This design comes from an exercise in tuning for small area and a short achievable clock period on the open sky130 flow, not from production work. Where RTL was checked, it was by simulation tests only, not by an equivalence proof against the original. For run 1, only the layout was checked, not whether the RTL still works. The flow treats the clock pin as an ideal source, which a real chip does not have. No activity file was given, so power comes from the tool's default toggle rates.

**flow/design.v**
```verilog
module lrdcc (
    input  wire        clk,
    input  wire        rst,        
    input  wire [6:0]  ev,         
    output wire        sc_valid,   
    output wire [32:0] sc_word,    
    output wire [7:0]  disp_out,
    output wire        act_up,
    output wire        act_dn
);
    localparam [3:0] P_CHKS = 4'b0000, P_EST  = 4'b0001, P_MAP  = 4'b0011,
                     P_CLR  = 4'b0010, P_SEG  = 4'b0110, P_CHKC = 4'b0100,
                     P_SHUP = 4'b1000, P_DAU  = 4'b1001, P_DMU  = 4'b1011,
                     P_CLU  = 4'b1010, P_SHDN = 4'b1100, P_DAD  = 4'b1101,
                     P_DMD  = 4'b1111, P_CLD  = 4'b1110;
    localparam [9:0] FTERM = 10'h2B2;    
    wire tkc = ev[6], tkf = ev[5], tach = ev[4];
    wire pu = ev[3], pd = ev[2], cu = ev[1], cd = ev[0];
    localparam [2:0] G_1 = 3'b000, G_6 = 3'b100;
    function [6:0] seg7;
        input [2:0] g;
        seg7 = {g[2] | g[1] | g[0],       
                g[2],                     
                ~g[1] & (g[2] ^ g[0]),    
                g[2] ^ g[0],              
                g[2] | g[1] | ~g[0],      
                ~g[2] | g[0],             
                g[2] ^ g[0]};             
    endfunction
    reg [3:0]  ph;
    reg [14:0] cnt;      
    reg [4:0]  cls;      
    reg [4:0]  ccap;     
    reg        rdy;      
    reg [4:0]  n;        
    reg [4:0]  i;        
    reg [9:0]  ft;       
    reg        fph;      
    reg [2:0]  gear;
    reg        cfu, cfd;
    reg        act_u, act_d;
    reg        sv, op, cr, cg;
    assign sc_valid = sv;
    assign sc_word  = {op, 3'b000, op, 4'b0000, {8{cr}}, {8{cg}}, 8'h00};
    wire [2:0] gear_prev = ph[2] ? {gear[1:0], ~gear[2]} : {~gear[0], gear[2:1]};
    wire       in_da     = ph[3] & ~ph[1] & ph[0];
    wire       in_dm     = ph[3] & ph[1] & ph[0];
    assign disp_out = {1'b0, ({7{in_da | in_dm}} & seg7(gear_prev)) |
                             ({7{~in_da}} & seg7(gear))};
    assign act_up   = act_u;
    assign act_dn   = act_d;
    wire hit =
        ((cls == 5'd1) & &(cnt | ~15'h48E3)) |
        ((cls == 5'd2) & &(cnt | ~15'h3D08)) |
        ((cls == 5'd3) & &(cnt | ~15'h1E84)) |
        ((cls == 5'd4) & &(cnt | ~15'h124E)) |
        ((cls == 5'd5) & &(cnt | ~15'h0C34)) |
        ((cls == 5'd6) & &(cnt | ~15'h08B8)) |
        ((cls == 5'd7) & &(cnt | ~15'h0689)) |
        ((cls == 5'd8) & &(cnt | ~15'h0515)) |
        ((cls == 5'd9) & &(cnt | ~15'h0410)) |
        ((cls == 5'd10) & &(cnt | ~15'h0354)) |
        ((cls == 5'd11) & &(cnt | ~15'h02C5)) |
        ((cls == 5'd12) & &(cnt | ~15'h0258)) |
        ((cls == 5'd13) & &(cnt | ~15'h0202)) |
        ((cls == 5'd14) & &(cnt | ~15'h01BD)) |
        ((cls == 5'd15) & &(cnt | ~15'h0186)) |
        ((cls == 5'd16) & &(cnt | ~15'h0158)) |
        ((cls == 5'd17) & &(cnt | ~15'h0131)) |
        ((cls == 5'd18) & &(cnt | ~15'h0111)) |
        ((cls == 5'd19) & &(cnt | ~15'h00F6)) |
        ((cls == 5'd20) & &(cnt | ~15'h00DE)) |
        ((cls == 5'd21) & &(cnt | ~15'h00CA)) |
        ((cls == 5'd22) & &(cnt | ~15'h00B8)) |
        ((cls == 5'd23) & &(cnt | ~15'h00A9)) |
        ((cls == 5'd24) & &(cnt | ~15'h009B)) |
        ((cls == 5'd25) & &(cnt | ~15'h0090)) |
        ((cls == 5'd26) & &(cnt | ~15'h0084)) |
        ((cls == 5'd27) & &(cnt | ~15'h007B)) |
        ((cls == 5'd28) & &(cnt | ~15'h0073)) |
        ((cls == 5'd29) & &(cnt | ~15'h006A)) |
        ((cls == 5'd30) & &(cnt | ~15'h0064)) |
        ((cls == 5'd31) & &(cnt | ~15'h0BCF));
    wire        cstep   = hit || (cls == 5'd0);
    wire [4:0]  cls_dec = cls - 1'b1;
    wire [9:0]  ft_adv  = {ft[8:0], ~(ft[9] ^ ft[6])};
    wire red  = (n == 5'd31);
    wire emit = !((i == n) || (i == 5'd30));
    always @(posedge clk) begin
        if (rst || tach) begin
            cls <= 5'd0;
        end else if (tkc && cstep) begin
            cls <= cls_dec;
        end
        if (tkc && cstep)
            cnt <= 15'd0;
        else if (tkc)
            cnt <= cnt + 1'b1;
        if (tach)
            ccap <= (tkc && cstep) ? cls_dec : cls;
        if (rst)
            rdy <= 1'b0;
        else if (tach)
            rdy <= 1'b1;
        else if (ph == P_CHKS)
            rdy <= 1'b0;
    end
    always @(posedge clk) begin
        if (rst) begin
            ft  <= 10'd0;
            fph <= 1'b0;
        end else if (tkf) begin
            if (ft == FTERM) begin
                ft  <= 10'd0;
                fph <= ~fph;
            end else begin
                ft  <= ft_adv;
            end
        end
    end
    always @(posedge clk) begin
        if (ph == P_CHKS && rdy)
            n <= ccap;
        else if (ph == P_MAP && red && !fph)
            n <= 5'd0;
        if (ph == P_MAP)
            i <= 5'd0;
        else if (ph == P_SEG && emit)
            i <= i + 1'b1;
        sv <= !rst && (ph == P_CLR || (ph == P_SEG && emit));
        op <= ph[2];
        cr <= ph[2] && (red || i >= 5'd10);
        cg <= ph[2] && !red && (i < 5'd20);
    end
    reg [3:0] ph_n;
    always @* begin
        case (ph)
            P_CHKS:  ph_n = rdy ? P_EST : P_CHKC;
            P_EST:   ph_n = P_MAP;
            P_MAP:   ph_n = P_CLR;
            P_CLR:   ph_n = P_SEG;
            P_SEG:   ph_n = emit ? P_SEG : P_CHKC;
            P_CHKC:  ph_n = (cfu || cfd) ? P_SHUP : P_CHKS;
            P_SHUP:  ph_n = (cfu && gear != G_6) ? P_DAU : P_SHDN;
            P_DAU:   ph_n = P_DMU;
            P_DMU:   ph_n = P_CLU;
            P_CLU:   ph_n = P_SHDN;
            P_SHDN:  ph_n = (cfd && gear != G_1) ? P_DAD : P_CHKS;
            P_DAD:   ph_n = P_DMD;
            P_DMD:   ph_n = P_CLD;
            default: ph_n = P_CHKS;
        endcase
    end
    always @(posedge clk) begin
        if (rst) begin
            ph    <= P_CHKS;
            gear  <= G_1;
            cfu   <= 1'b0;
            cfd   <= 1'b0;
            act_u <= 1'b0;
            act_d <= 1'b0;
        end else begin
            ph <= ph_n;
            if (ph == P_SHUP && cfu && gear != G_6)
                gear <= {gear[1:0], ~gear[2]};
            else if (ph == P_SHDN && cfd && gear != G_1)
                gear <= {~gear[0], gear[2:1]};
            if (!pu && !pd && cu)
                cfu <= 1'b1;
            else if (ph == P_CLU)
                cfu <= 1'b0;
            if (!pu && !pd && !cu && cd)
                cfd <= 1'b1;
            else if (ph == P_CLD)
                cfd <= 1'b0;
            if (pu) begin
                act_u <= 1'b1; act_d <= 1'b0;
            end else if (pd) begin
                act_u <= 1'b0; act_d <= 1'b1;
            end else if (cu || cd) begin
                act_u <= 1'b0; act_d <= 1'b0;
            end
        end
    end
endmodule
```
**flow/flow/run.sh**
```bash
#!/bin/bash
# The standard layout (standard.sh, standard synthesis unchanged) with:
# buf_1 port buffers; a one-level clock tree (flow/owncts.tcl: the
# flip-flops split by position into CLK_GROUPS balanced groups, each driven
# by one clock buffer fed from the clock port) in place of TritonCTS; and
# the post-CTS / post-global-route timing repair aimed at a setup margin
# just above the design's own slack.
set -uo pipefail
export BUFFER_PORTS_ARGS="-buffer_cell sky130_fd_sc_hd__buf_1"
bash standard.sh place > flow_place.log 2>&1 || exit 1
export RESULTS_DIR=$PWD/orfs/results/sky130hd/lrdcc/base
export PLATFORM_DIR=$FLOW_HOME/platforms/sky130hd
export LIB_FILE=$PLATFORM_DIR/lib/sky130_fd_sc_hd__tt_025C_1v80.lib
export CLK_BUF=sky130_fd_sc_hd__clkbuf_8
export CLK_GROUPS=4
openroad -no_init -exit flow/owncts.tcl > owncts.log 2>&1 || exit 1
bash standard.sh SETUP_SLACK_MARGIN=86.9 finish > flow_finish.log 2>&1
rc=$?
cp orfs/logs/sky130hd/lrdcc/base/*.log . 2>/dev/null
exit $rc
```
**flow/flow/owncts.tcl**
```tcl
# Clock tree: the flip-flops are split by position into CLK_GROUPS groups of
# about equal size, and each group is driven by one clock buffer, placed at
# the group's centre and fed from the clock port.
read_liberty $::env(LIB_FILE)
read_db $::env(RESULTS_DIR)/3_place.odb
read_sdc $::env(RESULTS_DIR)/3_place.sdc
source $::env(PLATFORM_DIR)/setRC.tcl
set block [ord::get_db_block]
set dbu [$block getDbUnitsPerMicron]
set k $::env(CLK_GROUPS)

set pts {}
foreach pin [get_pins -of_objects [get_nets clk]] {
  if {[get_property $pin direction] ne "input"} { continue }
  set it [sta::sta_to_db_pin $pin]
  set b [[$it getInst] getBBox]
  lappend pts [list [expr {([$b xMin] + [$b xMax]) / 2.0 / $dbu}] [expr {([$b yMin] + [$b yMax]) / 2.0 / $dbu}] $pin]
}
set n [llength $pts]
puts "clock sinks: $n"

# balanced recursive bisection: split along the longer side into parts
proc split_pts {pts k} {
  if {$k <= 1} { return [list $pts] }
  set xs [lmap p $pts {lindex $p 0}]; set ys [lmap p $pts {lindex $p 1}]
  set w [expr {[tcl::mathfunc::max {*}$xs] - [tcl::mathfunc::min {*}$xs]}]
  set h [expr {[tcl::mathfunc::max {*}$ys] - [tcl::mathfunc::min {*}$ys]}]
  set idx [expr {$w >= $h ? 0 : 1}]
  set s [lsort -real -index $idx $pts]
  set k1 [expr {$k / 2}]
  set n1 [expr {int(round([llength $s] * double($k1) / $k))}]
  return [concat [split_pts [lrange $s 0 [expr {$n1 - 1}]] $k1] [split_pts [lrange $s $n1 end] [expr {$k - $k1}]]]
}
set groups [split_pts $pts $k]
set cnt [lmap g $groups {llength $g}]
puts "group sizes: $cnt"
set g 0
foreach grp $groups {
  set loads [lmap p $grp {lindex $p 2}]
  set cx 0.0; set cy 0.0
  foreach p $grp { set cx [expr {$cx + [lindex $p 0]}]; set cy [expr {$cy + [lindex $p 1]}] }
  set cx [expr {$cx / [llength $grp]}]; set cy [expr {$cy / [llength $grp]}]
  insert_buffer -buffer_cell $::env(CLK_BUF) -net clk -load_pins $loads \
    -location [list $cx $cy] -buffer_name clkbuf_leaf_$g -net_name clk_leaf_$g
  incr g
}
foreach net [$block getNets] {
  if {[string match clk_leaf_* [$net getName]] || [$net getName] eq "clk"} { $net setSigType CLOCK }
}
detailed_placement
check_placement -verbose
set_propagated_clock [all_clocks]
estimate_parasitics -placement
report_checks -path_delay min_max -format end -group_path_count 3
report_clock_skew
report_clock_min_period
set worst 0
foreach pin [get_pins -of_objects [get_nets clk_leaf_*]] {
  if {[get_property $pin direction] ne "input"} { continue }
  foreach e {slew_max_rise slew_max_fall} {
    set s [get_property $pin $e]
    if {$s > $worst} { set worst $s }
  }
}
puts "worst clock pin slew (estimated): $worst"
write_db $::env(RESULTS_DIR)/4_1_cts.odb
write_sdc -no_timestamp $::env(RESULTS_DIR)/4_cts.sdc
```
**flow/standard.sh**
```bash
#!/bin/bash
# synth_recipe.tcl (not shown) runs the flow's synth.tcl, then flattens the netlist and writes it again
# the make line also repeats each setting of config.mk as NAME=value (left out here)
make -C /OpenROAD-flow-scripts/flow DESIGN_CONFIG=/design/flow/config.mk WORK_HOME=/design/flow/orfs CLKGATE_MAP_FILE= SYNTH_SCRIPT=/design/flow/synth_recipe.tcl "${@:-finish}"
```
**flow/config.mk**
```make
export PLATFORM = sky130hd
export DESIGN_NAME = lrdcc
export DESIGN_NICKNAME = lrdcc
export VERILOG_FILES = /design/flow/design.v
export SDC_FILE = /design/flow/constraint.sdc
export NUM_CORES = 4
export LEC_CHECK = 0
export CAP_MARGIN = 20
export CORE_MARGIN = 2
export CORE_UTILIZATION = 70
export SLEW_MARGIN = 20
```
**flow/constraint.sdc**
```tcl
create_clock -name core_clock -period 110.0 [get_ports {clk}]
set_input_delay 22.0000 -clock core_clock [delete_from_list [all_inputs] [get_ports {clk}]]
set_output_delay 22.0000 -clock core_clock [all_outputs]
set_load 0.01 [all_outputs]
```
==> flow_summary.json, run 1 <==
{
  "status": "timing/DRC/antenna clean",
  "r2r_end": "cls[0]",
  "finalWirelength_mm": 8.58,
  "port_buffers": 36,
  "rr_startpoint": "cls[0]",
  "drtAntennaViolNets": 0,
  "rr_worst_depth": 9,
  "synth_seq_area_share_pct": 35.1,
  "grt_max_degree": 23,
  "fin_crit_sh_pct": 21.4,
  "min_path_type": "reg2reg",
  "ys.warnings.count": 1,
  "whs_endpoint": "ft[5]",
  "overflow": 0,
  "synth_cells": 469,
  "setup_ws_ns": 86.47,
  "p_per_area_nw_per_um2": 12.5,
  "grt_pass1_wl_mm": 13.2,
  "max_freq_ghz": 0.0425,
  "hold_viol_final": 0,
  "ys_seq_elements": 62,
  "synthFlopType": "dfxtp_1",
  "drtPass1Iterations": 5,
  "finalClockSkew_ns": 0.00989,
  "required_ns": 88.00,
  "slew_headroom_pct": 56.7,
  "tns_ns": 0,
  "finalSetupViolations": 0,
  "antenna_cells": 0,
  "vias": 3397,
  "coreArea_um2": 5170,
  "syn_to_final_growth_pct": 3.50,
  "track_usage_pct": 25.4,
  "drc_errors": 0,
  "cap_violations": 0,
  "path_clk_slew_ns": 0.10,
  "critPathArrivalTime_ns": 1.53,
  "drtIter0Drc": 223,
  "rsz0062_at_grt": "yes",
  "drive_above_1_share_pct": 11.3,
  "synth_cell_types": 57,
  "worstSetupPathType": "reg2out",
  "via_per_inst": 6.20,
  "grt_use_met2_pct": 46.8,
  "syn_area_um2": 3820,
  "grt_pass1_vias": 2926,
  "synth-edff-count": 10,
  "gp_congestion": 0.973,
  "grt_use_met3_pct": 1.86,
  "hold_depth": 2,
  "rrSetupSlack_ns": 106.99,
  "place_hpwl_mm": 5.74,
  "die_h_um": 77.9,
  "die_area_um2": 6070,
  "rows": 26,
  "post-synth-top-area-fraction_pct": 27.2,
  "critPathMaxFanout": 12,
  "ioPinCount": 53,
  "nets": 499,
  "synth_top_cell_by_area": "dfxtp_1",
  "routedWlPerCell_um": 15.7,
  "yosysMostFrequentCell": "nor2_1",
  "met1_usage_pct": 32.4,
  "clkLatencyLatePin_ns": 0.15,
  "synth_common_cells": "nor2_1, dfxtp_1, nand2_1",
  "min-delay-start": "ft[4]",
  "busiest_layer": "met2",
  "place_ws_ns": 86.42,
  "report.final.slew_viol_count": 0,
  "power_leakage_nw": 1.39,
  "start_util_pct": 73.9,
  "die_x_um": 77.9,
  "worstMarginPinSlew_ns": 0.647,
  "power_w": 0.0000495,
  "postSynth.asyncResetShare_pct": 0,
  "ys_top_cells_by_area": "dfxtp_1, edfxtp_1, buf_4",
  "cp-end-kind": "primary output",
  "syn_avg_cell_area_um2": 8.15,
  "worstSetupStartpointType": "register",
  "antenna_found_initial": 0,
  "fin_crit_ns": 23.53,
  "vdd.ir_drop.worst_uv": 7.19
}
## where the power goes
group	internal [W]	switching (W)	total (W)
combinational	0.00000527	0.00000703	0.0000123
sequential	0.0000252	0.00000290	0.0000281
clock	0.00000337	0.00000570	0.00000907
## area by class of cell
type | instances | area (um^2)
Fill cell | 379 | 1220
Inverter | 17 | 63.8
Tap cell | 70 | 87.6
Timing Repair Buffer | 51 | 263
Multi-Input combinational cell | 344 | 2120
Clock buffer | 4 | 55.1
Sequential cell | 62 | 1360
## how the worst max path moves through the flow
stage,from,to,slack [ns]
finish,gear[0],disp_out[4],86.47
detailed placement,ev[6],ccap[3],86.42
global placement,ev[6],ccap[3],86.48
floorplan,ph[2],disp_out[3],86.46
global route,gear[1],disp_out[4],86.39
## state kept, by name, summed over array words and instances (netlist names), 3 cells and up
register and cells:
cnt 15, ft 10, ccap 5, cls 5
i 5, n 5, ph 4, gear 3
## per-layer routing
metal  up-vias  share of wire [%]
li1       1614                  -
met2       166                 50
met3        18                6.9
met4         0                1.9
met5         -                  0
met1      1599                 41
## kinds of logic after synthesis
kind of cell    synth area share, %
other cells                  0.0981
mux                            4.32
buf+inv                        12.1
xor+xnor                       5.50
fa+ha+maj                      3.27
simple gates                   27.4
flops                          35.1
compound gates                 12.2
## critical path, stage by stage, from the launching register on
cell and delay, ns:
dfxtp_2 0.45, inv_1 0.12, ha_1 0.34, o31ai_1 0.28, buf_2 0.18
## stage by stage
step                area [um^2]  hold WS [ns]  utilization, %  instances
global placement           3700         0.474            71.6        529
finish                     3960         0.496            76.5        548
global route               3960         0.548            76.5        548
floorplan                  3880         0.375               -        484
detailed placement         3700         0.482            71.6        529
## cells in the final DEF (no fill, tap or decap), types with 3 or more instances in the layout
master	instances
a211oi_1	5
a21oi_1	20
a31oi_1	6
a41oi_1	3
and2_1	6
and3_1	5
buf_1	28
buf_2	5
buf_4	11
clkbuf_2	4
clkbuf_8	4
conb_1	16
dfxtp_1	45
dfxtp_4	5
edfxtp_1	10
ha_1	10
inv_1	15
mux2i_1	15
nand2_1	39
nand2b_1	6
nand3_1	24
nand4_1	10
nor2_1	58
nor3_1	14
nor3b_1	5
nor4_1	10
o21ai_0	12
o22ai_1	3
o31ai_1	4
or2_2	4
or3_1	7
xnor2_1	14
xor2_1	10
==> inputs of run 2 (changes only) <==
--- a/flow/design.v
+++ b/flow/design.v
@@ -40,2 +40,3 @@
     reg        cfu, cfd;
+    reg [6:0]  disp;
     reg        act_u, act_d;
@@ -44,41 +45,39 @@
     assign sc_word  = {op, 3'b000, op, 4'b0000, {8{cr}}, {8{cg}}, 8'h00};
-    wire [2:0] gear_prev = ph[2] ? {gear[1:0], ~gear[2]} : {~gear[0], gear[2:1]};
-    wire       in_da     = ph[3] & ~ph[1] & ph[0];
-    wire       in_dm     = ph[3] & ph[1] & ph[0];
-    assign disp_out = {1'b0, ({7{in_da | in_dm}} & seg7(gear_prev)) |
-                             ({7{~in_da}} & seg7(gear))};
+    assign disp_out = {1'b0, disp};
     assign act_up   = act_u;
     assign act_dn   = act_d;
+    wire [3:0] od = 4'b1 << {cls[4], cls[3]};
+    wire [7:0] id = 8'b1 << {cls[2], cls[1], cls[0]};
     wire hit =
-        ((cls == 5'd1) & &(cnt | ~15'h48E3)) |
-        ((cls == 5'd2) & &(cnt | ~15'h3D08)) |
-        ((cls == 5'd3) & &(cnt | ~15'h1E84)) |
-        ((cls == 5'd4) & &(cnt | ~15'h124E)) |
-        ((cls == 5'd5) & &(cnt | ~15'h0C34)) |
-        ((cls == 5'd6) & &(cnt | ~15'h08B8)) |
-        ((cls == 5'd7) & &(cnt | ~15'h0689)) |
-        ((cls == 5'd8) & &(cnt | ~15'h0515)) |
-        ((cls == 5'd9) & &(cnt | ~15'h0410)) |
-        ((cls == 5'd10) & &(cnt | ~15'h0354)) |
-        ((cls == 5'd11) & &(cnt | ~15'h02C5)) |
-        ((cls == 5'd12) & &(cnt | ~15'h0258)) |
-        ((cls == 5'd13) & &(cnt | ~15'h0202)) |
-        ((cls == 5'd14) & &(cnt | ~15'h01BD)) |
-        ((cls == 5'd15) & &(cnt | ~15'h0186)) |
-        ((cls == 5'd16) & &(cnt | ~15'h0158)) |
-        ((cls == 5'd17) & &(cnt | ~15'h0131)) |
-        ((cls == 5'd18) & &(cnt | ~15'h0111)) |
-        ((cls == 5'd19) & &(cnt | ~15'h00F6)) |
-        ((cls == 5'd20) & &(cnt | ~15'h00DE)) |
-        ((cls == 5'd21) & &(cnt | ~15'h00CA)) |
-        ((cls == 5'd22) & &(cnt | ~15'h00B8)) |
-        ((cls == 5'd23) & &(cnt | ~15'h00A9)) |
-        ((cls == 5'd24) & &(cnt | ~15'h009B)) |
-        ((cls == 5'd25) & &(cnt | ~15'h0090)) |
-        ((cls == 5'd26) & &(cnt | ~15'h0084)) |
-        ((cls == 5'd27) & &(cnt | ~15'h007B)) |
-        ((cls == 5'd28) & &(cnt | ~15'h0073)) |
-        ((cls == 5'd29) & &(cnt | ~15'h006A)) |
-        ((cls == 5'd30) & &(cnt | ~15'h0064)) |
-        ((cls == 5'd31) & &(cnt | ~15'h0BCF));
+        (od[0] & ((id[1] & &(cnt | ~15'h48E3)) |
+            (id[2] & &(cnt | ~15'h3D08)) |
+            (id[3] & &(cnt | ~15'h1E84)) |
+            (id[4] & &(cnt | ~15'h124E)) |
+            (id[5] & &(cnt | ~15'h0C34)) |
+            (id[6] & &(cnt | ~15'h08B8)) |
+            (id[7] & &(cnt | ~15'h0689)))) |
+        (od[1] & ((id[0] & &(cnt | ~15'h0515)) |
+            (id[1] & &(cnt | ~15'h0410)) |
+            (id[2] & &(cnt | ~15'h0354)) |
+            (id[3] & &(cnt | ~15'h02C5)) |
+            (id[4] & &(cnt | ~15'h0258)) |
+            (id[5] & &(cnt | ~15'h0202)) |
+            (id[6] & &(cnt | ~15'h01BD)) |
+            (id[7] & &(cnt | ~15'h0186)))) |
+        (od[2] & ((id[0] & &(cnt | ~15'h0158)) |
+            (id[1] & &(cnt | ~15'h0131)) |
+            (id[2] & &(cnt | ~15'h0111)) |
+            (id[3] & &(cnt | ~15'h00F6)) |
+            (id[4] & &(cnt | ~15'h00DE)) |
+            (id[5] & &(cnt | ~15'h00CA)) |
+            (id[6] & &(cnt | ~15'h00B8)) |
+            (id[7] & &(cnt | ~15'h00A9)))) |
+        (od[3] & ((id[0] & &(cnt | ~15'h009B)) |
+            (id[1] & &(cnt | ~15'h0090)) |
+            (id[2] & &(cnt | ~15'h0084)) |
+            (id[3] & &(cnt | ~15'h007B)) |
+            (id[4] & &(cnt | ~15'h0073)) |
+            (id[5] & &(cnt | ~15'h006A)) |
+            (id[6] & &(cnt | ~15'h0064)) |
+            (id[7] & &(cnt | ~15'h0BCF))));
     wire        cstep   = hit || (cls == 5'd0);
@@ -157,2 +156,3 @@
             gear  <= G_1;
+            disp  <= 7'h06;
             cfu   <= 1'b0;
@@ -167,2 +167,6 @@
                 gear <= {~gear[0], gear[2:1]};
+            if (ph == P_DAU || ph == P_DAD)
+                disp <= disp | seg7(gear);
+            else if (ph == P_DMU || ph == P_DMD)
+                disp <= seg7(gear);
             if (!pu && !pd && cu)
==> flow/flow/run.sh (replaced) <==
#!/bin/bash
# The standard layout (standard.sh, standard synthesis unchanged) with:
# buf_1 port buffers; one tie cell per constant value (no tie fan-out
# repair); after placement, the resizer's power recovery downsizes cells
# where timing allows (flow/downsize.tcl); a clock tree of clkbuf_4 without
# dummy loads; and the post-CTS / post-global-route timing repair aimed at
# a setup margin just above the design's own slack.
set -uo pipefail
export BUFFER_PORTS_ARGS="-buffer_cell sky130_fd_sc_hd__buf_1"
#export CTS_ARGS="-sink_clustering_enable -repair_clock_nets -buf_list sky130_fd_sc_hd__clkbuf_4 -root_buf sky130_fd_sc_hd__clkbuf_4 -sink_clustering_size 30 -dont_use_dummy_load"
bash standard.sh SKIP_REPAIR_TIE_FANOUT=1 place > flow_place.log 2>&1 || exit 1
export RESULTS_DIR=$PWD/orfs/results/sky130hd/lrdcc/base
export PLATFORM_DIR=$FLOW_HOME/platforms/sky130hd
export LIB_FILE=$PLATFORM_DIR/lib/sky130_fd_sc_hd__tt_025C_1v80.lib
openroad -no_init -exit flow/downsize.tcl > downsize.log 2>&1 || exit 1
export CLK_BUF=sky130_fd_sc_hd__clkbuf_8
export CLK_GROUPS=4
cp $RESULTS_DIR/3_place.odb $RESULTS_DIR/3_place_pre_cts.odb
openroad -no_init -exit flow/owncts.tcl > owncts.log 2>&1 || exit 1
bash standard.sh SKIP_REPAIR_TIE_FANOUT=1 SETUP_SLACK_MARGIN=86.9 finish > flow_finish.log 2>&1
rc=$?
cp orfs/logs/sky130hd/lrdcc/base/*.log . 2>/dev/null
exit $rc
==> flow/flow/downsize.tcl (new file) <==
# Downsize cells that synthesis sized up where timing allows (power
# recovery of the resizer), then legalize again.
read_liberty $::env(LIB_FILE)
read_db $::env(RESULTS_DIR)/3_place.odb
read_sdc $::env(RESULTS_DIR)/3_place.sdc
source $::env(PLATFORM_DIR)/setRC.tcl
set_dont_use [list sky130_fd_sc_hd__probe_p_8 sky130_fd_sc_hd__probec_p_8 sky130_fd_sc_hd__lpflow_*]
estimate_parasitics -placement
report_design_area
repair_timing -recover_power 100 -setup_margin 86.9 -verbose
report_design_area
detailed_placement
check_placement -verbose
write_db $::env(RESULTS_DIR)/3_place.odb
==> run 2 against run 1 <==
Critical path depth did not move. Wire length decreased by 17%. First-iteration DRC count fell by 7.6%. Combinational power is 15% lower. Flip-flop and latch count increased by 7. Clock skew is 0.0057 ns lower. Die area down 2.6%. Register-to-register slack better by 0.27 ns. Synthesized cell count is 8.1% lower. Fmax up 2.2%. Via count fell by 13%. Still clean on timing, DRC and antenna. Count of clock-buffer cells in the layout unchanged.
==> flow_summary.json, run 2 <==
{
  "synth_top_cell_by_area": "dfxtp_1",
  "dp_cells": 480,
  "hold_viol_final": 0,
  "track_usage_pct": 24.4,
  "ys_top_cells_by_area": "dfxtp_1, edfxtp_1, buf_4",
  "top_regs": "cnt: 15 flops, ft: 10 flops, disp: 7 flops",
  "path_clk_slew_ns": 0.10,
  "die_area_um2": 5910,
  "antenna_cells": 0,
  "routedWlPerCell_um": 14.7,
  "gp_congestion": 0.893,
  "rsz0062_at_grt": "no",
  "p_per_area_nw_per_um2": 14.1,
  "min_path_type": "reg2reg",
  "postSynth.asyncResetShare_pct": 0,
  "synth_seq_area_share_pct": 39.9,
  "worstMarginPinSlew_ns": 0.815,
  "grt_max_degree": 28,
  "slowest_stage": "nor4b_1",
  "die_h_um": 76.9,
  "overflow": 0,
  "synth_cell_types": 58,
  "status": "timing/DRC/antenna clean",
  "most-common-layout-cells": "dfxtp_1, nor2_1, buf_1, nand2_1, a21oi_1",
  "required_ns": 109.92,
  "worstSetupPathType": "in2reg",
  "critPathMaxFanout": 13,
  "finalClockSkew_ns": 0.00423,
  "yosysMostFrequentCell": "nor2_1",
  "final_area_um2": 3660,
  "synth-edff-count": 10,
  "grt_pass1_wl_mm": 12.4,
  "synthFlopType": "dfxtp_1",
  "syn_to_final_growth_pct": -1.62,
  "vdd.ir_drop.worst_uv": 8.93,
  "coreArea_um2": 5110,
  "finalWirelength_mm": 7.15,
  "met1_usage_pct": 34.4,
  "slew_headroom_pct": 45.6,
  "tns_ns": 0,
  "place_ws_ns": 86.18,
  "post-synth-top-area-fraction_pct": 31.8,
  "syn_area_um2": 3720,
  "drc_errors": 0,
  "syn_avg_cell_area_um2": 8.62,
  "die_x_um": 76.9,
  "final_cells": 486,
  "largest_reg_flops": 15,
  "drtAntennaViolNets": 0,
  "regMostFlops": "cnt",
  "drive_above_1_share_pct": 4.33,
  "start_util_pct": 72.8,
  "grt_use_met3_pct": 1.29,
  "postPlaceCellArea_um2": 3560,
  "antenna_found_initial": 0,
  "port_buffers": 36,
  "cap_violations": 0,
  "ioPinCount": 53,
  "drtIter0Drc": 206,
  "busiest_layer": "met2",
  "slowest_delay_ns": 0.37,
  "worstSetupStartpointType": "input port",
  "place_hpwl_mm": 5.16,
  "vias": 2939,
  "grt_use_met2_pct": 42.0,
  "path_cells": "clkbuf_4, nor4b_1, nand3_1, a22o_1",
  "fin_crit_sh_pct": 20.9,
  "report.final.slew_viol_count": 0,
  "cp-end-kind": "register",
  "critPathArrivalTime_ns": 22.96,
  "clkLatencyLatePin_ns": 0.16,
  "via_per_inst": 6.05,
  "max_freq_ghz": 0.0434,
  "ys_seq_elements": 69,
  "nets": 436,
  "fin_crit_ns": 23.03,
  "mostFrequentLayoutCell": "dfxtp_1",
  "rows": 26,
  "grt_pass1_vias": 2738,
  "power_leakage_nw": 1.28,
  "setup_ws_ns": 86.97,
  "synth_common_cells": "nor2_1, dfxtp_1, buf_4",
  "ys.warnings.count": 1,
  "drtPass1Iterations": 5,
  "finalSetupViolations": 0,
  "synth_cells": 431
}
-- run 2: cell count changes after synthesis, moves of 6 or more --
cell      before  now
dfxtp_1       52   59
nand2_1       40   30
inv_1         17   11
nand3_1       24   17
nor4_1        10    3
nor3_1        14    8
clkbuf_1      15    9
-- run 2: layout make-up --
| type | instances | area [um^2] |
|---|---|---|
| inverters | 11 | 41.3 |
| clock buffers | 4 | 55.1 |
| fillers | 441 | 1450 |
| flip-flops and latches | 69 | 1480 |
| well taps | 70 | 87.6 |
| repair buffers | 39 | 160 |
| multi-input cells | 293 | 1830 |
-- run 2: worst paths after layout --
path                              start       to  slack (ns)  cells past startpoint
worst max-delay path              ev[6]  ccap[3]       86.97                      4
worst min register to register  disp[2]  disp[2]        0.47                      1
worst min-delay path            disp[2]  disp[2]        0.47                      1
worst max register to register   cls[2]  ccap[4]      107.26                      6
-- run 2: logic make-up (layout without fill, tap and decap cells) --
family                   count (synthesis)  in the layout  synth area share [%]
XOR/XNOR                                25             25                  5.89
other                                    1              1                 0.101
multiplexers                            13             13                  3.54
AND/OR/NAND/NOR                        174            174                  23.3
buffers and inverters                   69             54                  11.4
AO/OA/AOI/OAI                           71             71                  12.9
adder cells (fa/ha/maj)                  9              9                  3.03
flip-flops                              69             69                  39.9
-- run 2: report_power, final --
part,internal (W),switching (W),total [W],leakage [nW]
clock network,0.00000338,0.00000612,0.00000951,0.0288
logic,0.00000451,0.00000603,0.0000105,0.676
registers,0.0000281,0.00000355,0.0000316,0.577
-- run 2: worst max-delay path, delay by kind of cell --
kind                   cells  cell delay [ns]
and+or+nand+nor            2             0.51
buffers and inverters      1             0.19
AOI/OAI and AO/OA          1             0.26
-- run 2: routing by layer --
metal / up-vias / part of all wire (%)
met5: - / 0
met4: 0 / 1.8
met3: 18 / 7.2
met2: 132 / 47
met1: 1345 / 44
li1: 1444 / -
-- run 2: metrics by stage --
step           utilization (%)   power, W  hold slack [ns]
3_3_place_gp              69.8  0.0000419            0.444
2_1_floorplan                -  0.0000411            0.326
3_5_place_dp              69.8  0.0000422            0.452
6_report                  71.6  0.0000516            0.473
5_1_grt                   71.6  0.0000546            0.504
==> inputs of run 3 (changes only) <==
--- a/flow/flow/run.sh
+++ b/flow/flow/run.sh
@@ -9,3 +9,3 @@
 export BUFFER_PORTS_ARGS="-buffer_cell sky130_fd_sc_hd__buf_1"
-#export CTS_ARGS="-sink_clustering_enable -repair_clock_nets -buf_list sky130_fd_sc_hd__clkbuf_4 -root_buf sky130_fd_sc_hd__clkbuf_4 -sink_clustering_size 30 -dont_use_dummy_load"
+export CTS_ARGS="-sink_clustering_enable -repair_clock_nets -buf_list sky130_fd_sc_hd__clkbuf_4 -root_buf sky130_fd_sc_hd__clkbuf_4 -sink_clustering_size 30 -dont_use_dummy_load"
 bash standard.sh SKIP_REPAIR_TIE_FANOUT=1 place > flow_place.log 2>&1 || exit 1
@@ -15,6 +15,2 @@
 openroad -no_init -exit flow/downsize.tcl > downsize.log 2>&1 || exit 1
-export CLK_BUF=sky130_fd_sc_hd__clkbuf_8
-export CLK_GROUPS=4
-cp $RESULTS_DIR/3_place.odb $RESULTS_DIR/3_place_pre_cts.odb
-openroad -no_init -exit flow/owncts.tcl > owncts.log 2>&1 || exit 1
 bash standard.sh SKIP_REPAIR_TIE_FANOUT=1 SETUP_SLACK_MARGIN=86.9 finish > flow_finish.log 2>&1
--- a/flow/config.mk
+++ b/flow/config.mk
@@ -9,3 +9,3 @@
 export CORE_MARGIN = 2
-export CORE_UTILIZATION = 70
+export CORE_UTILIZATION = 85
 export SLEW_MARGIN = 20
removed: flow/flow/owncts.tcl
==> run 3 against run 2 <==
Sequential power barely moved. Non-clock buffer count rose by 1. Critical endpoint is now sc_word[19]. Critical path type is now reg2out. Global-route usage rose by 6.9 points. Register-to-register slack barely moved. Clock skew rose by 0.019 ns. Largest cell class unchanged.
==> flow_summary.json, run 3 <==
{
  "status": "timing/DRC/antenna clean",
  "postPlaceCellArea_um2": 3540,
  "finalClockSkew_ns": 0.0228,
  "drtPass1Iterations": 7,
  "swShare_pct": 32.0,
  "grt_pass1_vias": 2799,
  "gp_congestion": 0.922,
  "cts_buffers": 9,
  "vias": 2979,
  "drtAntennaViolNets": 0,
  "cts_tree": "built",
  "nets": 442,
  "path_delay_family": "flip-flops",
  "die_h_um": 70.1,
  "r2r_end": "ccap[4]",
  "slew_headroom_pct": 45.4,
  "worstSetupPathType": "reg2out",
  "setup_ws_ns": 86.99,
  "track_usage_pct": 31.3,
  "fin_crit_ns": 23.01,
  "yosysMostFrequentCell": "nor2_1",
  "mostFrequentLayoutCell": "nor2_1",
  "syn_avg_cell_area_um2": 8.62,
  "hold_viol_final": 0,
  "final_area_um2": 3630,
  "most-common-layout-cells": "nor2_1, dfxtp_1, buf_1, nand2_1, a21oi_1",
  "pwr-share-seq_pct": 59.0,
  "routedWlPerCell_um": 15.3,
  "min-delay-start": "disp[1]",
  "p_per_area_nw_per_um2": 14.8,
  "port_buffers": 36,
  "p_clk_share_pct": 21.0,
  "cap_violations": 0,
  "ys_seq_elements": 69,
  "synth_cell_types": 58,
  "p_comb_share_pct": 19.9,
  "slowest_delay_ns": 0.43,
  "tns_ns": 0,
  "top_regs": "cnt: 15 flops, ft: 10 flops, disp: 7 flops",
  "synth-edff-count": 10,
  "syn_area_um2": 3720,
  "die_area_um2": 4920,
  "critPathArrivalTime_ns": 1.01,
  "synth_cells": 431,
  "largest_reg_flops": 15,
  "synth_seq_area_share_pct": 39.9,
  "ioPinCount": 53,
  "fillers": 272,
  "drc_errors": 0,
  "report.final.slew_viol_count": 0,
  "hold_depth": 1,
  "postSynth.asyncResetShare_pct": 0,
  "rows": 24,
  "ys_top_cells_by_area": "dfxtp_1, edfxtp_1, buf_4",
  "synthFlopType": "dfxtp_1",
  "worstMarginPinSlew_ns": 0.818,
  "power_leakage_nw": 1.29,
  "vdd.ir_drop.worst_uv": 9.95,
  "finalWirelength_mm": 7.27,
  "intPower_w": 0.0000364,
  "rrSetupSlack_ns": 107.25,
  "coreArea_um2": 4290,
  "ys.warnings.count": 1,
  "path_cells": "buf_1",
  "max_freq_ghz": 0.0435,
  "overflow": 0,
  "cts_root_buf": "clkbuf_4",
  "whs_endpoint": "disp[1]",
  "path_clk_slew_ns": 0.11,
  "required_ns": 88.00,
  "fin_crit_sh_pct": 20.9,
  "synth_top_cell_by_area": "dfxtp_1",
  "htree_levels": 3,
  "drive_above_1_share_pct": 4.98,
  "post-synth-top-area-fraction_pct": 31.8,
  "grt_max_degree": 28,
  "start_util_pct": 86.5,
  "power_switching_w": 0.0000171,
  "cp-end-kind": "primary output",
  "antenna_cells": 0,
  "rsz0062_at_grt": "no",
  "grt_pass1_wl_mm": 12.4,
  "die_x_um": 70.1,
  "via_per_inst": 6.28,
  "slowest_stage": "dfxtp_1",
  "place_hpwl_mm": 5.23,
  "antenna_found_initial": 0,
  "regMostFlops": "cnt",
  "critPathMaxFanout": 8,
  "final_cells": 474,
  "postLayoutCoreUtil_pct": 84.6,
  "rr_startpoint": "cnt[0]",
  "place_ws_ns": 86.21,
  "syn_to_final_growth_pct": -2.29,
  "cts.sinks": 69,
  "worstSetupStartpointType": "register",
  "cp.buffers_inverters": 1,
  "min_path_type": "reg2reg",
  "drtIter0Drc": 330,
  "finalSetupViolations": 0,
  "clkLatencyLatePin_ns": 0.42,
  "clock_path_buffers": 2,
  "dp_cells": 462,
  "rr_worst_depth": 7,
  "synth_common_cells": "nor2_1, dfxtp_1, buf_4"
}
==> run 3: logic make-up after synthesis <==
group                    Yosys count  synth area share [%]
buffers and inverters             69                  11.4
flip-flops                        69                  39.9
multiplexers                      13                  3.54
adder cells (fa/ha/maj)            9                  3.03
XOR/XNOR                          25                  5.89
AND/OR/NAND/NOR                  174                  23.3
other                              1                 0.101
AO/OA/AOI/OAI                     71                  12.9
==> run 3: timing repair <==
item | CTS | global route
hold endpoints to repair | 0 | 0
hold buffers | 0 | 0
gates resized for setup | 2 | 4
buffers inserted | 3 | 0
endpoints found under the setup margin | 6 | 10
==> run 3: routing by layer <==
layer / vias to the layer above / GRT usage [%] / part of all wire (%)
li1: 1464 / - / -
met1: 1363 / 40.0 / 41
met2: 124 / 51.9 / 49
met3: 28 / 5.05 / 7.1
met4: 0 / 15.2 / 2.4
met5: - / 0 / 0
==> run 3: worst max-delay path by stage <==
stage / start / to / cells past startpoint
after floorplan: ev[6] / cnt[13] / 7
after detailed placement: ev[6] / ccap[2] / 6
after CTS: ev[6] / cls[4] / 5
after global placement: ev[6] / ccap[2] / 6
final: cr / sc_word[19] / 1
after global routing: cr / sc_word[20] / 1
==> run 3: area by class of cell <==
cell class                 instances  area, um^2  area share (%)
multi-input combinational        293        1810            49.9
sequential                        69        1480            40.8
timing repair buffer              40         165            4.55
clock buffer                       9        67.6            1.86
tap                               52        65.1            1.79
inverter                          11        41.3            1.14
==> run 3: metrics by stage <==
step	hold slack, ns	power (W)
finish	0.492	0.0000536
global route	0.510	0.0000562
CTS	0.496	0.0000533
detailed placement	0.470	0.0000422
global placement	0.443	0.0000418
floorplan	0.326	0.0000411
==> run 3: power groups by stage <==
stage	clock network, W	logic [W]	registers [W]
after floorplan	0	0.0000109	0.0000302
after global placement	0	0.00000977	0.0000320
after detailed placement	0	0.0000102	0.0000321
after CTS	0.0000113	0.0000106	0.0000315
after global routing	0.0000121	0.0000121	0.0000319
final	0.0000113	0.0000107	0.0000316
==> inputs of run 4 (changes only) <==
--- a/flow/config.mk
+++ b/flow/config.mk
@@ -9,3 +9,4 @@
 export CORE_MARGIN = 2
-export CORE_UTILIZATION = 85
+export CORE_UTILIZATION = 70
+export PLACE_DENSITY = 0.9
 export SLEW_MARGIN = 20
==> run 4 against run 3 <==
Still clean on timing, DRC and antenna. Combinational power about the same. Global-route usage is 5.6 points lower. Non-clock buffer count is 3 lower. Critical path depth unchanged. Clock skew grew 0.0057 ns. Sequential power barely moved. Area after synthesis is the same. Power decreased by 0.71%. Synthesized cell count stayed put. Die area increased by 20%. Cell area up 0.24%. Setup slack got worse by 0.0097 ns. Critical endpoint unchanged.
==> flow_summary.json, run 4 <==
{
  "fin_crit_ns": 23.02,
  "final_area_um2": 3640,
  "yosysMostFrequentCell": "nor2_1",
  "synth_cells": 431,
  "critPathMaxFanout": 8,
  "clkLatencyLatePin_ns": 0.40,
  "syn_area_um2": 3720,
  "worstMarginPinSlew_ns": 0.784,
  "synth-simple-area-share_pct": 23.3,
  "clock_path_buffers": 2,
  "rsz0062_at_grt": "no",
  "postSynth.asyncResetShare_pct": 0,
  "synth_common_cells": "nor2_1, dfxtp_1, buf_4",
  "cap_violations": 0,
  "syn_to_final_growth_pct": -2.05,
  "vias": 2951,
  "p_comb_share_pct": 19.6,
  "largest_reg_flops": 15,
  "slew_headroom_pct": 47.7,
  "ioPinCount": 53,
  "regMostFlops": "cnt",
  "cp-end-kind": "primary output",
  "pwr-share-seq_pct": 59.3,
  "synth_xor_area_share_pct": 5.89,
  "synthFlopType": "dfxtp_1",
  "nets": 439,
  "max_freq_ghz": 0.0434,
  "drc_errors": 0,
  "cts_root_buf": "clkbuf_4",
  "power_switching_w": 0.0000169,
  "final_cells": 489,
  "syn_avg_cell_area_um2": 8.62,
  "htree_levels": 3,
  "report.final.slew_viol_count": 0,
  "hold_viol_final": 0,
  "track_usage_pct": 25.7,
  "worstSetupStartpointType": "register",
  "synth_compound_area_share_pct": 12.9,
  "min_path_type": "reg2reg",
  "ys_top_cells_by_area": "dfxtp_1, edfxtp_1, buf_4",
  "dp_cells": 480,
  "path_clk_slew_ns": 0.11,
  "vdd.ir_drop.worst_uv": 12.8,
  "synthMuxAreaShare_pct": 3.54,
  "synth_top_family_by_area": "simple AND/OR/NAND/NOR gates",
  "status": "timing/DRC/antenna clean",
  "path_delay_family": "flip-flops",
  "die_area_um2": 5910,
  "grt_pass1_wl_mm": 12.2,
  "mostFrequentLayoutCell": "nor2_1",
  "slowest_stage": "dfxtp_1",
  "cts_buffers": 9,
  "tns_ns": 0,
  "via_per_inst": 6.03,
  "top_regs": "cnt: 15 flops, ft: 10 flops, disp: 7 flops",
  "cts_tree": "built",
  "drtPass1Iterations": 4,
  "synth-edff-count": 10,
  "start_util_pct": 72.8,
  "grt_pass1_vias": 2674,
  "port_buffers": 36,
  "p_clk_share_pct": 21.1,
  "finalSetupViolations": 0,
  "rows": 26,
  "grt_max_degree": 28,
  "overflow": 0,
  "power_leakage_nw": 1.28,
  "intPower_w": 0.0000362,
  "critPathArrivalTime_ns": 1.02,
  "ys.warnings.count": 1,
  "finalWirelength_mm": 7.16,
  "synth_cell_types": 58,
  "drtAntennaViolNets": 0,
  "worstSetupPathType": "reg2out",
  "drive_above_1_share_pct": 4.30,
  "synth_seq_area_share_pct": 39.9,
  "ys_seq_elements": 69,
  "routedWlPerCell_um": 14.6,
  "synth_top_cell_by_area": "dfxtp_1",
  "cp.buffers_inverters": 1,
  "finalClockSkew_ns": 0.0286,
  "coreArea_um2": 5110,
  "fillers": 423,
  "antenna_cells": 0,
  "slowest_delay_ns": 0.43,
  "p_per_area_nw_per_um2": 14.6,
  "swShare_pct": 31.9,
  "postPlaceCellArea_um2": 3560,
  "path_cells": "buf_1",
  "power_w": 0.0000532,
  "die_x_um": 76.9,
  "fin_crit_sh_pct": 20.9,
  "rrSetupSlack_ns": 107.26,
  "required_ns": 88.00,
  "yosys.area_share.adder_pct": 3.03,
  "antenna_found_initial": 0,
  "place_hpwl_mm": 5.06,
  "die_h_um": 76.9,
  "drtIter0Drc": 338,
  "cts.sinks": 69,
  "most-common-layout-cells": "nor2_1, dfxtp_1, buf_1, nand2_1, a21oi_1",
  "gp_congestion": 0.970,
  "multiInputGateArea_um2": 1820,
  "seqCellArea_um2": 1480,
  "post-synth-top-area-fraction_pct": 31.8,
  "ctsHoldBuffers": 0
}
==> run 4: cell type report <==
| type | count | share of cell area [%] |
|---|---|---|
| multi-input cells | 293 | 50.0 |
| flip-flops and latches | 69 | 40.7 |
| repair buffers | 37 | 3.88 |
| well taps | 70 | 2.41 |
| clock buffers | 9 | 1.86 |
| inverters | 11 | 1.13 |
==> run 4: stage by stage <==
step                utilization [%]  hold slack [ns]  setup slack, ns
global placement               69.8            0.452            86.26
floorplan                         -            0.326            86.87
global route                   71.3            0.522            86.91
finish                         71.3            0.495            86.98
detailed placement             69.8            0.474            86.14
CTS                            71.1            0.498            86.95
==> run 4: path summary, 6_finish.rpt <==
path / startpoint / end / depth (start not counted)
worst max-delay path: cr / sc_word[19] / 1
worst min-delay path: disp[1] / disp[1] / 1
worst max register to register: cnt[0] / ccap[2] / 8
worst min register to register: disp[1] / disp[1] / 1
==> run 4: what timing repair did <==
item	4_1_cts	5_1_grt
endpoints found under the setup margin	14	7
resized for setup	3	2
setup buffers	0	0
==> run 4: kinds of logic after synthesis <==
kind of cell / Yosys count
AOI/OAI and AO/OA: 71
xor gates and xnor gates: 25
adders and majority gates: 9
buffers and inverters: 69
DFF: 69
muxes: 13
other: 1
and+or+nand+nor: 174
==> run 4: layer usage <==
layer	track usage, %	wire, um
met1	34.9	3200
met5	0	0
met3	5.18	562
met2	39.3	3240
met4	12.0	156
==> run 4: power groups by stage <==
stage               Sequential, W   Clock, W  Combinational (W)
finish                  0.0000315  0.0000112          0.0000104
global route            0.0000320  0.0000125          0.0000116
CTS                     0.0000315  0.0000115          0.0000102
detailed placement      0.0000321          0          0.0000102
global placement        0.0000320          0         0.00000977
floorplan               0.0000302          0          0.0000109
==> inputs of run 5 (changes only) <==
--- a/flow/config.mk
+++ b/flow/config.mk
@@ -10,3 +10,2 @@
 export CORE_UTILIZATION = 70
-export PLACE_DENSITY = 0.9
 export SLEW_MARGIN = 20
==> run 5 against run 4 <==
Via count decreased by 0.24%. Synthesized cell count is the same. Combinational power about the same. Non-clock buffer count unchanged. Wire length increased by 0.48%. Area after synthesis did not move. Sequential power barely moved.
==> flow_summary.json, run 5 <==
{
  "rr_startpoint": "cnt[0]",
  "postPlaceCellArea_um2": 3560,
  "hold_depth": 1,
  "status": "timing/DRC/antenna clean",
  "slowest_delay_ns": 0.33,
  "syn_to_final_growth_pct": -2.05,
  "syn_area_um2": 3720,
  "clkLatencyLatePin_ns": 0.41,
  "rrSetupSlack_ns": 107.21,
  "overflow": 0,
  "critPathArrivalTime_ns": 23.17,
  "route.met3.wl_um": 540,
  "power_w": 0.0000531,
  "dr_wl_met2_mm": 3.36,
  "die_h_um": 76.9,
  "min-delay-start": "disp[2]",
  "fin_crit_ns": 23.04,
  "vias": 2944,
  "min_path_type": "reg2reg",
  "ys.warnings.count": 1,
  "p_per_area_nw_per_um2": 14.6,
  "ys_seq_elements": 69,
  "die_x_um": 76.9,
  "via_per_inst": 6.02,
  "post-synth-top-area-fraction_pct": 31.8,
  "synth-edff-count": 10,
  "synth_cells": 431,
  "cts_tree": "built",
  "clock_path_buffers": 2,
  "grt_max_degree": 28,
  "ctsHoldBuffers": 0,
  "report.final.slew_viol_count": 0,
  "antenna_found_initial": 0,
  "top_regs": "cnt: 15 flops, ft: 10 flops, disp: 7 flops",
  "rows": 26,
  "critPathMaxFanout": 15,
  "regMostFlops": "cnt",
  "slew_headroom_pct": 46.7,
  "required_ns": 110.13,
  "drtPass1Iterations": 5,
  "die_area_um2": 5910,
  "cp-end-kind": "register",
  "max_freq_ghz": 0.0434,
  "start_util_pct": 72.8,
  "final_area_um2": 3640,
  "synthFlopType": "dfxtp_1",
  "swShare_pct": 31.9,
  "rr_worst_depth": 8,
  "synth_top_cell_by_area": "dfxtp_1",
  "place_hpwl_mm": 5.16,
  "rsz0062_at_grt": "no",
  "worstSetupStartpointType": "input port",
  "syn_avg_cell_area_um2": 8.62,
  "synth_common_cells": "nor2_1, dfxtp_1, buf_4",
  "synth_seq_area_share_pct": 39.9,
  "power_switching_w": 0.0000169,
  "path_clk_slew_ns": 0.11,
  "wl_met1_mm": 3.20,
  "worstMarginPinSlew_ns": 0.798,
  "r2r_end": "ccap[2]",
  "worstSetupPathType": "in2reg",
  "routedWlPerCell_um": 14.7,
  "path_cells": "clkbuf_2, nand2b_1, a221oi_1, a31o_4, nand2_1, xnor2_1",
  "pwr-share-seq_pct": 59.5,
  "port_buffers": 36,
  "p_clk_share_pct": 21.1,
  "p_comb_share_pct": 19.5,
  "vdd.ir_drop.worst_uv": 11.3,
  "hold_viol_final": 0,
  "cts.sinks": 69,
  "power_leakage_nw": 1.28,
  "track_usage_pct": 26.0,
  "slowest_stage": "a221oi_1",
  "whs_endpoint": "disp[2]",
  "grt_pass1_wl_mm": 12.5,
  "intPower_w": 0.0000362,
  "finalWirelength_mm": 7.19,
  "ys_top_cells_by_area": "dfxtp_1, edfxtp_1, buf_4",
  "maxUsedRoutingLayer": "met4",
  "cts_buffers": 9,
  "largest_reg_flops": 15,
  "ioPinCount": 53,
  "finalSetupViolations": 0,
  "tns_ns": 0,
  "nets": 439,
  "yosysMostFrequentCell": "nor2_1",
  "drc_errors": 0,
  "fin_crit_sh_pct": 20.9,
  "mostFrequentLayoutCell": "nor2_1",
  "grt_pass1_vias": 2759,
  "cts_root_buf": "clkbuf_4",
  "coreArea_um2": 5110,
  "postSynth.asyncResetShare_pct": 0,
  "drtAntennaViolNets": 0,
  "cap_violations": 0,
  "htree_levels": 3,
  "most-common-layout-cells": "nor2_1, dfxtp_1, buf_1, nand2_1, a21oi_1",
  "drive_above_1_share_pct": 4.30,
  "finalClockSkew_ns": 0.0284,
  "synth_cell_types": 58,
  "antenna_cells": 0,
  "gp_congestion": 0.893,
  "drtIter0Drc": 226
}
-- run 5: per-layer routing --
| layer | track usage (%) | vias to the layer above |
|---|---|---|
| li1 | - | 1448 |
| met1 | 34.5 | 1344 |
| met2 | 41.8 | 137 |
| met3 | 6.00 | 15 |
| met4 | 9.09 | 0 |
| met5 | 0 | - |
-- run 5: kinds of logic after synthesis --
logic type               count (synthesis)  synth area share [%]
XOR/XNOR                                25                  5.89
buffers and inverters                   69                  11.4
AO/OA/AOI/OAI                           71                  12.9
flip-flops                              69                  39.9
other                                    1                 0.101
adder cells (fa/ha/maj)                  9                  3.03
multiplexers                            13                  3.54
AND/OR/NAND/NOR                        174                  23.3
-- run 5: power groups by stage --
stage / clock network [W] / logic, W / registers (W)
3_3_place_gp: 0 / 0.00000987 / 0.0000320
3_5_place_dp: 0 / 0.0000101 / 0.0000321
6_report: 0.0000112 / 0.0000103 / 0.0000316
5_1_grt: 0.0000128 / 0.0000115 / 0.0000320
4_1_cts: 0.0000116 / 0.0000102 / 0.0000315
2_1_floorplan: 0 / 0.0000109 / 0.0000302
-- run 5: how the worst max path moves through the flow --
stage,from,endpoint,slack [ns],depth (start not counted)
after detailed placement,ev[6],ccap[2],86.18,6
after floorplan,ev[6],cnt[13],86.87,7
after CTS,ev[6],ccap[2],86.97,6
final,ev[6],ccap[2],86.96,6
after global routing,ev[6],ccap[2],86.90,6
after global placement,ev[6],ccap[2],86.27,6
-- run 5: per-stage QoR --
step                      hold slack (ns)  util [%]  instances  setup slack, ns
final                               0.475      71.3        489            86.96
after global routing                0.506      71.3        489            86.90
after CTS                           0.480      71.1        489            86.97
after detailed placement            0.452      69.8        480            86.18
after global placement              0.444      69.8        480            86.27
after floorplan                     0.326         -        431            86.87
-- run 5: final cells by class --
class / instances / area [um^2]
multi-input cells: 293 / 1820
flip-flops and latches: 69 / 1480
fillers: 440 / 1470
repair buffers: 37 / 141
well taps: 70 / 87.6
clock buffers: 9 / 67.6
inverters: 11 / 41.3
-- run 5: worst max-delay path, delay by kind of cell --
kind                   cells  cell delay, ns
AO/OA/AOI/OAI              2            0.60
XOR/XNOR                   1            0.13
buffers and inverters      1            0.23
AND/OR/NAND/NOR            2            0.22
-- run 5: timing repair --
action	CTS	global route
setup buffers	0	0
pin swaps	0	0
gates cloned	0	0
endpoints found under the setup margin	8	4
resized for setup	3	2

what the ideal ports hide:
Ports are ideal in the flow. The routed layouts listed here were re-timed in OpenROAD.
Step 1: set_driving_cell puts a clkbuf_16 on clk and a buf_2 on each other input, an assumption about the parent block.
Step 2 moves the port delays by t, midway between the first and last clock arrival at a register: inputs arrive t later, outputs are due t later. That takes back most of the time a late clock gives input paths.
a / b / c = ideal / step 1 / step 2; a / b = the first two.
| run | shift t [ns] | setup WS [ns] | pins driven straight from the clock port |
|---|---|---|---|
| run 1 | 0.208 | 86.468 / 86.411 / 86.619 | 4 |
| run 2 | 0.219 | 86.966 / 87.006 / 86.787 | 4 |
| run 3 | 0.427 | 86.988 / 86.962 / 86.670 | 1 |
| run 4 | 0.419 | 86.979 / 86.952 / 86.576 | 1 |
| run 5 | 0.418 | 86.962 / 86.966 / 86.548 | 1 |
After both steps setup and hold are still met in every run listed. The setup slack of run 5, which loses most, moves by +0.004 ns with the drivers and by -0.414 ns with both steps.
